From an optimization exercise on the open Yosys and OpenROAD flow, aimed at small area, a short achievable clock period and few clock cycles; shortcuts taken in it are not production practice.
The RTL of this run was laid out without a check of its function.
Power and IR drop assume default switching activity.

==> design.v <==
module ascii_line_rx (
    input  wire        clk,
    input  wire        rst,
    input  wire        in_valid,
    input  wire [7:0]  in_data,
    output wire        in_ready,
    output wire        out_valid,
    input  wire        out_ready,
    output wire        out_head,
    output wire        out_last,
    output wire [2:0]  out_status,
    output wire [7:0]  out_src,
    output wire [7:0]  out_dst,
    output wire [3:0]  out_prio,
    output wire [23:0] out_pgn,
    output wire [7:0]  out_plen,
    output wire [7:0]  out_data
);
    localparam integer LINE_CAP = 300;
    localparam integer HDR_LEN  = 24;
    localparam integer FIFO_CAP = 139;    
    localparam [7:0]   MARKER   = 8'h41;  
    localparam [7:0]   TERM     = 8'h0A;  
    function [3:0] hexval(input [7:0] c);
        begin
            if (c >= 8'h30 && c <= 8'h39)
                hexval = c[3:0];
            else if ((c >= 8'h41 && c <= 8'h46) || (c >= 8'h61 && c <= 8'h66))
                hexval = c[3:0] + 4'd9;
            else
                hexval = 4'd0;
        end
    endfunction
    reg       rdy;
    reg       iv;
    reg [7:0] id;
    assign in_ready = rdy;
    always @(posedge clk) begin
        id <= in_data;
        iv <= in_valid && rdy && !rst;
    end
    reg  [8:0]  n;         
    reg         mk;        
    reg  [39:0] hdr;       
    reg  [3:0]  hi;        
    reg  [7:0]  wp;        
    reg  [7:0]  occ;       
    reg         rd_r;      
    reg         pend;      
    reg  [1:0]  pst;       
    reg  [7:0]  pplen;     
    reg  [7:0]  mem [0:FIFO_CAP-1];
    wire [3:0] hx      = hexval(id);
    wire       is_term = (id == TERM);
    wire       take    = iv && !is_term && (n < LINE_CAP);
    wire       lineend = iv && is_term && (n != 9'd0);
    wire       hdr_pos = (n >= 9'd12 && n <= 9'd16) || (n >= 9'd18 && n <= 9'd22);
    wire       in_pay  = (n >= HDR_LEN);
    wire       wr      = take && mk && in_pay && n[0];
    wire [8:0] plen_full = (n - HDR_LEN) >> 1;
    wire [1:0] st_end    = !mk ? 2'd1 : (!in_pay ? 2'd2 : 2'd0);
    reg         hv;
    reg  [1:0]  h_st;
    reg  [39:0] h_hdr;
    reg  [7:0]  h_plen;
    wire hload = pend && !hv;
    always @(posedge clk) begin
        if (take && hdr_pos)
            hdr <= {hdr[35:0], hx};
        if (take && in_pay && !n[0])
            hi <= hx;
        if (wr)
            mem[wp] <= {hi, hx};
        if (lineend) begin
            pst   <= st_end;
            pplen <= (st_end == 2'd0) ? plen_full[7:0] : 8'd0;
        end
        if (take && n == 9'd0)
            mk <= (id == MARKER);
        if (hload) begin
            h_st   <= pst;
            h_hdr  <= hdr;
            h_plen <= pplen;
        end
    end
    always @(posedge clk) begin
        if (rst) begin
            n    <= 9'd0;
            wp   <= 8'd0;
            occ  <= 8'd0;
            pend <= 1'b0;
        end else begin
            if (iv && is_term)
                n <= 9'd0;
            else if (take)
                n <= n + 9'd1;
            if (wr)
                wp <= (wp == FIFO_CAP - 1) ? 8'd0 : wp + 8'd1;
            case ({wr, rd_r})
                2'b10:   occ <= occ + 8'd1;
                2'b01:   occ <= occ - 8'd1;
                default: occ <= occ;
            endcase
            if (lineend)
                pend <= 1'b1;
            else if (hload)
                pend <= 1'b0;
        end
    end
    wire stall = (occ >= FIFO_CAP - 2) ||
                 (pend && hv) || (lineend && (hv || pend));
    always @(posedge clk) begin
        if (rst)
            rdy <= 1'b1;
        else
            rdy <= !stall;
    end
    reg        ov, oh, ol;
    reg  [7:0] rp;
    reg  [7:0] rem;        
    reg  [7:0] dout;
    wire adv     = !ov || out_ready;        
    wire more    = ov && !ol;               
    wire ld_pay  = adv && more;
    wire ld_head = adv && !more && hv && !oh;
    always @(posedge clk) begin
        if (ld_pay)
            dout <= mem[rp];
    end
    always @(posedge clk) begin
        if (rst) begin
            ov   <= 1'b0;
            oh   <= 1'b0;
            ol   <= 1'b0;
            hv   <= 1'b0;
            rp   <= 8'd0;
            rem  <= 8'd0;
            rd_r <= 1'b0;
        end else begin
            rd_r <= ld_pay;
            if (ld_pay) begin
                ov  <= 1'b1;
                oh  <= 1'b0;
                ol  <= (rem == 8'd1);
                rem <= rem - 8'd1;
                rp  <= (rp == FIFO_CAP - 1) ? 8'd0 : rp + 8'd1;
            end else if (ld_head) begin
                ov  <= 1'b1;
                oh  <= 1'b1;
                ol  <= (h_plen == 8'd0);
                rem <= h_plen;
            end else if (adv) begin
                ov  <= 1'b0;
                oh  <= 1'b0;
            end
            if (hload)
                hv <= 1'b1;
            else if (ov && oh && out_ready)
                hv <= 1'b0;
        end
    end
    assign out_valid  = ov;
    assign out_head   = oh;
    assign out_last   = ol;
    assign out_status = {1'b0, h_st};
    assign out_src    = h_hdr[39:32];
    assign out_dst    = h_hdr[31:24];
    assign out_prio   = h_hdr[23:20];
    assign out_pgn    = {4'd0, h_hdr[19:0]};
    assign out_plen   = h_plen;
    assign out_data   = dout;
endmodule
==> run.sh <==
#!/bin/bash
# synth_recipe.tcl (not shown) runs the flow's synth.tcl, then flattens the netlist and writes it again
# the make line also repeats each setting of config.mk as NAME=value (left out here)
make -C /OpenROAD-flow-scripts/flow DESIGN_CONFIG=/design/flow/config.mk WORK_HOME=/design/flow/orfs CLKGATE_MAP_FILE= SYNTH_SCRIPT=/design/flow/synth_recipe.tcl finish
==> config.mk <==
export PLATFORM = sky130hd
export DESIGN_NAME = ascii_line_rx
export DESIGN_NICKNAME = ascii_line_rx
export VERILOG_FILES = /design/flow/design.v
export SDC_FILE = /design/flow/constraint.sdc
export NUM_CORES = 4
export LEC_CHECK = 0
export CAP_MARGIN = 20
export CORE_MARGIN = 2
export CORE_UTILIZATION = 40
export GPL_ROUTABILITY_DRIVEN = 1
export PLACE_DENSITY = 0.5
export SLEW_MARGIN = 20
==> constraint.sdc <==
create_clock -name core_clock -period 7.0 [get_ports {clk}]
set_input_delay 1.4000 -clock core_clock [delete_from_list [all_inputs] [get_ports {clk}]]
set_output_delay 1.4000 -clock core_clock [all_outputs]
set_load 0.01 [all_outputs]
==> metrics.csv <==
stage,metric,value,unit
outcome,outcome,"complete, no violations",
cts,post_cts_buffers,0,
critical_path,max_stage_delay,0.96,ns
routing,drc_violations,0,
global_routing,largest_net_degree_at_the_start_of_global_routing,142,
timing,max_slew_margin,24.1,%
finish,layout.area.seq,37900,sq um
placement,buffer_ports.inserted,73,
timing,skew,0.0239,ns
critical_path,cp_max_fo,20,
global_routing,grt_overflow,0,
hold_path,start_point_of_the_worst_hold_path,pplen[0],
floorplanning,initial_utilization,40.4,%
critical_path,path_cells,or3_1 -> o41ai_1 -> a2111oi_4 -> inv_2 -> ha_1 -> xor2_1 -> ha_1 -> a21oi_1 -> o21ai_0 -> a221oi_1 -> xor2_1 -> or3_1 -> a21oi_1,
critical_path,critical_path.slowest_cell,o41ai_1,
synthesis,syn_inst,2637,
timing,worst-slew-pin-transition,1.14,ns
routing,vias,25400,
timing,max_freq,216,MHz
critical_path,critPathLaunchType,flop,
timing,timing.final.hold_violations,0,
routing,route.final.wire_length,131,mm
finish,multi_input_comb_area,11400,sq um
placement,dp_hpwl,81.6,mm
floorplanning,core.rowCount,129,
floorplanning,chipWidth,358,um
synthesis,share_of_yosys_cell_area_claimed_by_the_top_area_cell_type,73.6,%
synthesis,synth.distinct_cells,69,
global_routing,all_layer_gr_usage,20.6,%
critical_path,timing.setup.critical_path_class,flop to flop,
timing,timing.final.max_slew_violations,0,
critical_path,crit_buf_inv,1,
power_and_ir_drop,cellPowerDensity,273,nW/um^2
placement,post_dp_cell_area,52600,sq um
timing,sum_of_negative_setup_slack,0,ns
cts,source_to_sink_clock_delay_at_the_later_pin_of_the_worst_skew_pair,0.74,ns
critical_path,critPathTopFamily,compound AO/OA/AOI/OAI gates,
routing,dr.first_iter.drc_count,2707,
synthesis,synth_edf_count,1225,
synthesis,syn_avg_cell_area,19.0,sq um
cts,cts_inserted_buffers,139,
critical_path,crit_path_start,id[2],
synthesis,yosys_warnings,1,
routing,route.detailed.vias_per_inst,5.64,
cts,path_clk_slew,0.06,ns
cts,cts_resized,0,
cts,tritoncts,built,
critical_path,worst-endpoint-required,7.64,ns
placement,routabilityCongestion,0.864,
synthesis,dominant_cell_type_by_area_after_synthesis,edfxtp_1,
synthesis,ys_top_cells_by_area,"edfxtp_1 74%, mux4_2 10%, mux2i_1 2.9%",
cts,clock_tree.htree_level_count,4,
power_and_ir_drop,fin_total_pwr,15.6,mW
synthesis,post_synth_instance_area,50000,sq um
routing,avgRoutedWirePerCell,29.0,um
global_routing,grt_pass1_wl,189,mm
power_and_ir_drop,total_leakage_power,16.3,nW
finish,nets,2799,
timing,finalSetupViolations,0,
finish,final_area,57100,sq um
critical_path,critPathArrivalTime,5.27,ns
timing,setup_repair_after_global_routing_missed_its_margin,no,
cts,cts-hold-fix-buffers,0,
global_routing,first_global_vias,25900,
routing,drtPass1Iterations,5,
critical_path,endpoint_kind,flop,
synthesis,yosysSeqAreaShare,75.9,%
hold_path,hold_class,flop to flop,
floorplanning,fp.dieArea,128000,sq um
synthesis,yosys_most_used_dff,edfxtp_1,
global_routing,number_of_antenna_violations_at_the_first_check_in_global_routing,4,
timing,fin_crit_sh,66.0,%
floorplanning,ports_placed_on_the_boundary,79,
cts,max-clock-path-buffers,3,
synthesis,async_flop_share,0,%
power_and_ir_drop,peakVddDrop,183,uV
synthesis,ys_ff_latch,1282,
cts,clkSinkCount,1282,
finish,fillcell_total,10300,
routing,ant_nets,0,
finish,area_delta_synth_final,14.3,%
flow_run,drv_cap,0,
cts,cts_root_buf,clkbuf_16,
finish,final_layout_size_suffix_gt1_share,17.9,%
floorplanning,die-height,358,um
floorplanning,design.core.area,124000,sq um
critical_path,critical_path.reg2reg.startpoint,id[2],
timing,final.min_clock_period,4.62,ns
sequential cells by signal (all words and copies together) (netlist names), 9 cells and up:
name   count
h_hdr     40
hdr       40
mem     1112
n          9
worst paths after layout:
kind	end	slack (ns)	cells after the start
hold / removal	h_plen[0]	0.41	0
setup reg to reg	occ[4]	2.38	13
setup / recovery	occ[4]	2.38	13
hold reg to reg	h_plen[0]	0.41	0
worst register-to-register path: cells and delay by family (launching register included):
family | cells | cell delay (ns)
adder cells (fa/ha/maj) | 2 | 0.86
buffers and inverters | 1 | 0.28
flip-flops | 1 | 0.37
AO/OA/AOI/OAI | 6 | 2.02
XOR/XNOR | 2 | 0.28
AND/OR/NAND/NOR | 2 | 0.71
cells in the final DEF, fill, tap and decap left out, types with 7 or more instances in the layout:
cell type	count
clkinv_1	21
nand2b_1	7
clkdlybuf4s50_1	73
clkinv_2	20
o21ai_0	29
nand3b_1	7
a21oi_1	46
dfxtp_1	53
a22oi_1	48
or3_1	8
o211ai_1	13
ha_1	21
a211oi_1	7
clkbuf_16	144
nor2_1	223
nand2_1	135
nor4_1	8
xnor2_1	16
xor2_1	13
mux2i_1	143
o22ai_1	22
nand4_1	8
nor2b_1	16
mux4_2	231
buf_4	41
nand3_1	27
mux2_2	17
inv_1	22
a221oi_1	14
clkbuf_1	35
edfxtp_1	1225
nor3_1	11
bufinv_16	13
a31oi_1	17
power by group:
group	leakage (nW)	total, mW	switching [mW]	internal [mW]
logic	3.57	0.0740	0.0577	0.0162
clock network	2.16	7.19	2.92	4.27
registers	10.5	8.31	0.00510	8.31
total	16.3	15.6	2.98	12.6
cell usage after synthesis (18+ instances only):
cell and count:
nor2_1 224, buf_2 55, edfxtp_1 1225, mux2_2 18, clkbuf_1 56, nor2b_1 18
a22oi_1 48, mux4_2 231, inv_1 23, a21oi_1 46, nand3_1 27, o22ai_1 22
mux2i_1 143, nand2_1 135, ha_1 21, o21ai_0 30, dfxtp_1 57
cell families after synthesis:
family / synth area share [%]
AO/OA/AOI/OAI: 3.57
XOR/XNOR: 0.508
adder cells (fa/ha/maj): 0.546
buffers and inverters: 1.48
flip-flops: 75.9
multiplexers: 13.7
other: 0.00750
AND/OR/NAND/NOR: 4.34
through the flow:
| step | hold WS, ns | util [%] | setup slack, ns | std cells |
|---|---|---|---|---|
| 6_report | 0.413 | 46.2 | 2.38 | 4509 |
| 2_1_floorplan | 0.400 | - | 1.38 | 2641 |
| 3_3_place_gp | 0.403 | 42.5 | 2.47 | 4259 |
| 3_5_place_dp | 0.405 | 42.5 | 2.43 | 4260 |
| 4_1_cts | 0.417 | 46.1 | 2.40 | 4506 |
| 5_1_grt | 0.423 | 46.2 | 1.96 | 4508 |
layout make-up:
type	count	area share (%)
tap	1637	3.58
sequential	1282	66.4
multi-input combinational	1194	20.0
antenna	1	0.00438
timing repair buffer	122	2.09
inverter	27	0.177
clock inverter	65	1.22
clock buffer	181	6.58
per-layer routing:
metal / global-route usage (%) / share of wire [%] / vias to the layer above
met5: 0 / 0 / -
met4: 6.22 / 2.6 / 0
met3: 3.64 / 6.4 / 176
met2: 33.5 / 49 / 929
met1: 28.6 / 42 / 13400
li1: - / - / 10900

## static timing again, ports no longer ideal
Ports are ideal in the flow. The routed layout listed here was re-timed in OpenROAD. Step 1 sets driving cells, clkbuf_16 on the clock port and buf_2 on the other inputs (assumed; they add their load-dependent delay and slew). Step 2, shift: input delay + t, output delay - t, t = (earliest + latest rising clock arrival at the registers) / 2. This alone moves slack from input paths to output paths. a / b / c = no drivers / after step 1 / after step 2; a / b = the first two.
t (ns): 0.792
setup slack, ns: 2.379 / 2.379 / 2.379
cell pins on the clock port's net: 1
After both steps this run still meets setup and hold. For this run, drivers alone change the setup slack by 0.000 ns; drivers and shift together by 0.000 ns.
